Background: an optimization exercise with open tools, aiming at small area, a short achievable clock period and few clock cycles per item. Do not read the settings as production practice. The RTL was checked by simulation tests, not by an equivalence proof against the original design. Power and IR drop assume default switching activity.

== run 1 ==
==> flow/design.v (excerpt) <==
module pan_volume_mixer (
    input  wire               clk,
    input  wire               rst,           
    input  wire               in_valid,
    output wire               in_ready,
    input  wire               in_play,       
    input  wire signed [15:0] in_sample,     
    input  wire               in_am_en,      
    input  wire        [2:0]  in_am_depth,   
    input  wire        [7:0]  in_am_phase,   
    input  wire        [9:0]  in_eg_level,   
    input  wire        [3:0]  in_pan,        
    input  wire        [6:0]  in_tl,         
    output reg                out_valid,
    output reg  signed [15:0] out_l,
    output reg  signed [15:0] out_r
);
Size in the first run: about 3800 cells after synthesis, about 87 I/O pins.
clock: 30.0 ns
lec_check: 0
cap_margin: 20
core_margin: 2
core_utilization: 40
slew_margin: 20
synth_memory_max_bits: 65536
standard.sh (not shown) runs the stock make flow with config.mk's settings and CLKGATE_MAP_FILE= SYNTH_SCRIPT=/design/flow/synth_recipe.tcl, a recipe that flattens the netlist after the stock synthesis.
==> flow/flow/run.sh <==
#!/bin/bash
# Own flow: the standard layout (standard.sh), with
#  - the synthesis run through flow/synth_wrap.tcl, which only swaps the ABC
#    mapping script for the area-oriented flow/area.abc (registers are mapped
#    before ABC and stay exactly as the standard synthesis makes them);
#  - Yosys's synth without its internal quick ABC pass (-noabc), so that the
#    adder extraction sees the multiplier trees' full adders as written;
#  - the port buffers as plain buf_2 cells.
set -euo pipefail
W=$(pwd)
export FLOW_WORK=$W
export FLOW_ABC_SCRIPT=$W/flow/area.abc
bash standard.sh SYNTH_SCRIPT=$W/flow/synth_wrap.tcl SYNTH_ARGS=-noabc SETUP_SLACK_MARGIN=22.8 \
  "BUFFER_PORTS_ARGS=-buffer_cell sky130_fd_sc_hd__buf_2" finish > $W/flow_make.log 2>&1
==> flow/flow/area.abc <==
strash
dc2
strash
&get -n
&dch -f
&nf {D}
&put
==> flow/flow/synth_wrap.tcl <==
# The standard synthesis (synth_recipe.tcl, unchanged), with one difference:
# the final ABC mapping runs the area-oriented script in flow/area.abc
# instead of ORFS's delay-oriented one. Registers are mapped before ABC and
# are left exactly as the standard synthesis makes them.
proc abc {args} {
  set i [lsearch -exact $args -script]
  if {$i >= 0} {
    set args [lreplace $args $i [expr {$i + 1}] -script $::env(FLOW_ABC_SCRIPT)]
  }
  yosys abc {*}$args
}
source $::env(FLOW_WORK)/synth_recipe.tcl
Testbench counts of run 1, summed over its fixed seeds: cycles 35,888, slots 35,840.
Edits applied to the flow inputs when going from run 1 to run 2:
-- flow/flow/run.sh --
<<< run 1, line 13
bash standard.sh SYNTH_SCRIPT=$W/flow/synth_wrap.tcl SYNTH_ARGS=-noabc SETUP_SLACK_MARGIN=22.8 \
>>> run 2, line 13
bash standard.sh SYNTH_SCRIPT=$W/flow/synth_wrap.tcl SYNTH_ARGS=-noabc SETUP_SLACK_MARGIN=23.1 CORE_UTILIZATION=45 CTS_CLUSTER_SIZE=20 CTS_CLUSTER_DIAMETER=80 \
Delta (run 2 minus run 1): post-placement cell area lost 0.80%, clock-buffer cell count lost 20, horizontal die dimension lost 5.6%. Least setup slack across all paths after layout: run 2 better than run 1. Run 2: flow completed, timing, DRC and antenna clean. The die used by run 2 is smaller than the one used by run 1. [compare] base=run 1 new=run 2: core utilization of the finished layout climbed 5.0 points; fmax climbed about 1.2%. As of run 2, final wirelength had fallen by a few percent compared to run 1. Count of standard-cell rows, run 2 and run 1: lower on run 2.
diff inputs: run 2 => run 3
-- flow/flow/run.sh --
<<< run 2, line 13
bash standard.sh SYNTH_SCRIPT=$W/flow/synth_wrap.tcl SYNTH_ARGS=-noabc SETUP_SLACK_MARGIN=23.1 CORE_UTILIZATION=45 CTS_CLUSTER_SIZE=20 CTS_CLUSTER_DIAMETER=80 \
>>> run 3, line 13
bash standard.sh SYNTH_SCRIPT=$W/flow/synth_wrap.tcl SYNTH_ARGS=-noabc SETUP_SLACK_MARGIN=23.3 GPL_TIMING_DRIVEN=0 CORE_UTILIZATION=60 \
==> run notes <==
Run 3: done, clean on timing, DRC and antenna. Side by side, layout buffering overhead excluding clock cells turned out higher in run 3 than in run 2. Reported for run 2 and run 3, count of buffer and inverter cells on the critical path turned out identical to the last digit. The higher final cell count came out of run 2. Taking run 2 as the reference, in run 3 total area of multi-input combinational cells now sits higher, internal power contribution grew by about 7%, number of detailed-routing iterations run before antenna repair rose by 9.
## Diff of input files: run 4 against run 3
-- flow/flow/run.sh --
<<< run 3, line 13
bash standard.sh SYNTH_SCRIPT=$W/flow/synth_wrap.tcl SYNTH_ARGS=-noabc SETUP_SLACK_MARGIN=23.3 GPL_TIMING_DRIVEN=0 CORE_UTILIZATION=60 \
>>> run 4, line 13
bash standard.sh SYNTH_SCRIPT=$W/flow/synth_wrap.tcl SYNTH_ARGS=-noabc SETUP_SLACK_MARGIN=23.1 CORE_UTILIZATION=45 PLACE_DENSITY=0.5 CTS_CLUSTER_SIZE=30 CTS_CLUSTER_DIAMETER=100 \
Findings:
Against run 3, number of well-tap cells placed in run 4 rose by more than a quarter. Compared with run 3, in run 4 hold slack went up by 0.0057 ns, final estimated routing congestion in global placement down 0.52%, number of vias per cell decreased by about 13% relative to the old numbers. Row setup slack: run 4 higher / run 3 lower. Count of boundary I/O pins came out exactly the same in run 3 and run 4. NOTE: total track usage in run 4 falls short of that of run 3.
Relative to run 4, the following input files were edited for run 5:
==> flow/run.sh (new file) <==
#!/bin/bash
# synth_recipe.tcl (not shown) runs the flow's synth.tcl, then flattens the netlist and writes it again
# the make line also repeats each setting of config.mk as NAME=value (left out here)
make -C /OpenROAD-flow-scripts/flow DESIGN_CONFIG=/design/flow/config.mk WORK_HOME=/design/flow/orfs CLKGATE_MAP_FILE= SYNTH_SCRIPT=/design/flow/synth_recipe.tcl finish
removed: flow/flow/run.sh
removed: flow/flow/area.abc
removed: flow/flow/synth_wrap.tcl
removed: flow/standard.sh
### Flow results
Measured against each other, run 4 and run 5 differ in share of total power in combinational logic, the lower figure coming from run 5.
The most common cell after layout, fill and taps aside comes out sky130_fd_sc_hd__nand2_1 in one run and sky130_fd_sc_hd__nor2_1 in the other, namely in run 4 and run 5 respectively.
Run 5: headroom to the max-slew limit 10 points above run 4
Run 5 gives more slack of the worst reg-to-reg path than run 4 did.
Total number of vias: run 5 worse than run 4
Per the comparison of run 5 with run 4, synthesized cell count saw an increase; pin count of the biggest net entering global routing went up.
There was hardly any difference in met3 track utilization from global routing between run 4 and run 5.
Run 5 against run 4: total power decreased by 2.4% relative to the old numbers; final worst-path setup slack has decreased; highest achievable clock rate went down by 5.5%.
Edits applied to the flow inputs when going from run 5 to run 6:
==> flow/flow/run.sh (new file) <==
#!/bin/bash
# Own flow: the standard layout (standard.sh), with
#  - the synthesis run through flow/synth_wrap.tcl, which only swaps the ABC
#    mapping script for the area-oriented flow/area.abc (registers are mapped
#    before ABC and stay exactly as the standard synthesis makes them);
#  - Yosys's synth without its internal quick ABC pass (-noabc), so that the
#    adder extraction sees the multiplier trees' full adders as written;
#  - the port buffers as plain buf_2 cells.
set -euo pipefail
W=$(pwd)
export FLOW_WORK=$W
export FLOW_ABC_SCRIPT=$W/flow/area.abc
bash standard.sh SYNTH_SCRIPT=$W/flow/synth_wrap.tcl SYNTH_ARGS=-noabc SETUP_SLACK_MARGIN=23.5 CAP_MARGIN=5 SLEW_MARGIN=5 CORE_UTILIZATION=45 CTS_CLUSTER_SIZE=30 CTS_CLUSTER_DIAMETER=100 \
  "BUFFER_PORTS_ARGS=-buffer_cell sky130_fd_sc_hd__buf_2" finish > $W/flow_make.log 2>&1
==> flow/flow/area.abc (new file) <==
strash
dc2
strash
&get -n
&dch -f
&nf {D}
&put
==> flow/flow/synth_wrap.tcl (new file) <==
# The standard synthesis (synth_recipe.tcl, unchanged), with one difference:
# the final ABC mapping runs the area-oriented script in flow/area.abc
# instead of ORFS's delay-oriented one. Registers are mapped before ABC and
# are left exactly as the standard synthesis makes them.
proc abc {args} {
  set i [lsearch -exact $args -script]
  if {$i >= 0} {
    set args [lreplace $args $i [expr {$i + 1}] -script $::env(FLOW_ABC_SCRIPT)]
  }
  yosys abc {*}$args
}
source $::env(FLOW_WORK)/synth_recipe.tcl
==> flow/standard.sh (new file) <==
#!/bin/bash
# synth_recipe.tcl (not shown) runs the flow's synth.tcl, then flattens the netlist and writes it again
# the make line also repeats each setting of config.mk as NAME=value (left out here)
make -C /OpenROAD-flow-scripts/flow DESIGN_CONFIG=/design/flow/config.mk WORK_HOME=/design/flow/orfs CLKGATE_MAP_FILE= SYNTH_SCRIPT=/design/flow/synth_recipe.tcl "${@:-finish}"
removed: flow/run.sh
==> run notes <==
- Having completed the whole flow, run 6 delivered a layout that passed the timing, design-rule and antenna checks.
- Number of signal-net inverters in the final layout in run 6 is 68% lower than in run 5
- The first-iteration DRC count of run 6 falls short of that of run 5 by about 20%.
- Changes observed in run 6 relative to run 5: share of layout cells above drive strength 1 climbed 2.6 points, layout buffer count excluding clock buffers grew by 10, routed wire length moved down.


the reference run:
Starting RTL as in the previous note.
==> flow/config.mk <==
export PLATFORM = sky130hd
export DESIGN_NAME = pan_volume_mixer
export DESIGN_NICKNAME = pan_volume_mixer
export VERILOG_FILES = /design/flow/design.v
export SDC_FILE = /design/flow/constraint.sdc
export NUM_CORES = 4
export LEC_CHECK = 0
export CAP_MARGIN = 20
export CORE_MARGIN = 2
export CORE_UTILIZATION = 40
export SLEW_MARGIN = 20
export SYNTH_MEMORY_MAX_BITS = 65536
==> flow/constraint.sdc <==
create_clock -name core_clock -period 30.0 [get_ports {clk}]
set_input_delay 6.0000 -clock core_clock [delete_from_list [all_inputs] [get_ports {clk}]]
set_output_delay 6.0000 -clock core_clock [all_outputs]
set_load 0.01 [all_outputs]
==> flow/flow/run.sh <==
#!/bin/bash
# Own flow: the standard layout (standard.sh), with
#  - the synthesis run through flow/synth_wrap.tcl, which only swaps the ABC
#    mapping script for the area-oriented flow/area.abc (registers are mapped
#    before ABC and stay exactly as the standard synthesis makes them);
#  - Yosys's synth without its internal quick ABC pass (-noabc), so that the
#    adder extraction sees the multiplier trees' full adders as written;
#  - the port buffers as plain buf_2 cells.
set -euo pipefail
W=$(pwd)
export FLOW_WORK=$W
export FLOW_ABC_SCRIPT=$W/flow/area.abc
bash standard.sh SYNTH_SCRIPT=$W/flow/synth_wrap.tcl SYNTH_ARGS=-noabc SETUP_SLACK_MARGIN=22.9 CORE_UTILIZATION=45 CTS_CLUSTER_SIZE=30 CTS_CLUSTER_DIAMETER=100 \
  "BUFFER_PORTS_ARGS=-buffer_cell sky130_fd_sc_hd__buf_2" finish > $W/flow_make.log 2>&1
==> flow/flow/area.abc <==
strash
dc2
strash
&get -n
&dch -f
&nf {D}
&put
==> flow/flow/synth_wrap.tcl <==
# The standard synthesis (synth_recipe.tcl, unchanged), with one difference:
# the final ABC mapping runs the area-oriented script in flow/area.abc
# instead of ORFS's delay-oriented one. Registers are mapped before ABC and
# are left exactly as the standard synthesis makes them.
proc abc {args} {
  set i [lsearch -exact $args -script]
  if {$i >= 0} {
    set args [lreplace $args $i [expr {$i + 1}] -script $::env(FLOW_ABC_SCRIPT)]
  }
  yosys abc {*}$args
}
source $::env(FLOW_WORK)/synth_recipe.tcl
Testbench counts of the reference run, summed over its fixed seeds: cycles 35,888, slots 35,840.
Input-level comparison between the trial run and the reference run:
-- flow/flow/run.sh --
<<< the reference run, line 12
export FLOW_ABC_SCRIPT=$W/flow/area.abc
bash standard.sh SYNTH_SCRIPT=$W/flow/synth_wrap.tcl SYNTH_ARGS=-noabc SETUP_SLACK_MARGIN=22.9 CORE_UTILIZATION=45 CTS_CLUSTER_SIZE=30 CTS_CLUSTER_DIAMETER=100 \
  "BUFFER_PORTS_ARGS=-buffer_cell sky130_fd_sc_hd__buf_2" finish > $W/flow_make.log 2>&1
>>> the trial run, line 12
export FLOW_ABC_SCRIPT=$W/flow/area.abc
bash standard.sh SYNTH_SCRIPT=$W/flow/synth_wrap.tcl SYNTH_ARGS=-noabc SETUP_SLACK_MARGIN=23.3 CORE_UTILIZATION=65 \
  "BUFFER_PORTS_ARGS=-buffer_cell sky130_fd_sc_hd__buf_2" finish > $W/flow_make.log 2>&1
Notes after the runs:
- In summary, the reference run completed successfully, with a layout that passed the timing, design-rule and antenna checks.
- The trial run | ERROR | global routing
- Number of port buffers: the trial run vs the reference run identical
- Between the trial run and the reference run, number of standard-cell rows in the floorplan is lower for the trial run, the reference run comes in above that.
- In the trial run, the total placed instance area came out about 1.6% below the value in the reference run.
- Of the trial run and the reference run, the run reporting the higher count of buffers added by post-CTS timing repair for setup was the trial run.
- Parity-gate share of the synthesized area counting xor and xnor cells: the reference run vs the trial run — no meaningful difference
- The trial run against the reference run: placer's final routability congestion estimate up 0.0098, gate count after technology mapping flat, clock buffer count from CTS up 10, total nets after synthesis flat.

==> what the ideal ports hide <==
In the flow no input, the clock included, has a driving cell. The finished layouts below were timed again as built, in two steps. Step 1: set_driving_cell puts a clkbuf_16 on clk and a buf_2 on each other input, an assumption about the parent block. Step 2 also shifts input and output timing later by t, the mid clock arrival at the registers, as if the neighbouring blocks saw the same clock. Slacks: no drivers / after step 1 / after step 2; pairs: no drivers / after step 1.
| run | t (ns) | setup WS [ns] | slew at the worst register clock pin (ns) | cell pins on the clock port's net |
|---|---|---|---|---|
| run 1 | 0.634 | 22.871 / 22.804 / 23.365 | 0.06 / 0.06 | 1 |
| run 2 | 0.641 | 22.958 / 22.893 / 23.366 | 0.08 / 0.08 | 1 |
| run 3 | 0.682 | 22.875 / 22.807 / 22.909 | 0.09 / 0.09 | 1 |
| run 4 | 0.622 | 22.943 / 22.873 / 23.328 | 0.10 / 0.10 | 1 |
| run 5 | 0.663 | 22.537 / 22.470 / 22.823 | 0.07 / 0.07 | 1 |
| run 6 | 0.630 | 22.968 / 22.897 / 23.375 | 0.11 / 0.11 | 1 |
| the reference run | 0.622 | 22.894 / 22.827 / 23.337 | 0.11 / 0.11 | 1 |
After both steps setup and hold are still met in every run listed.
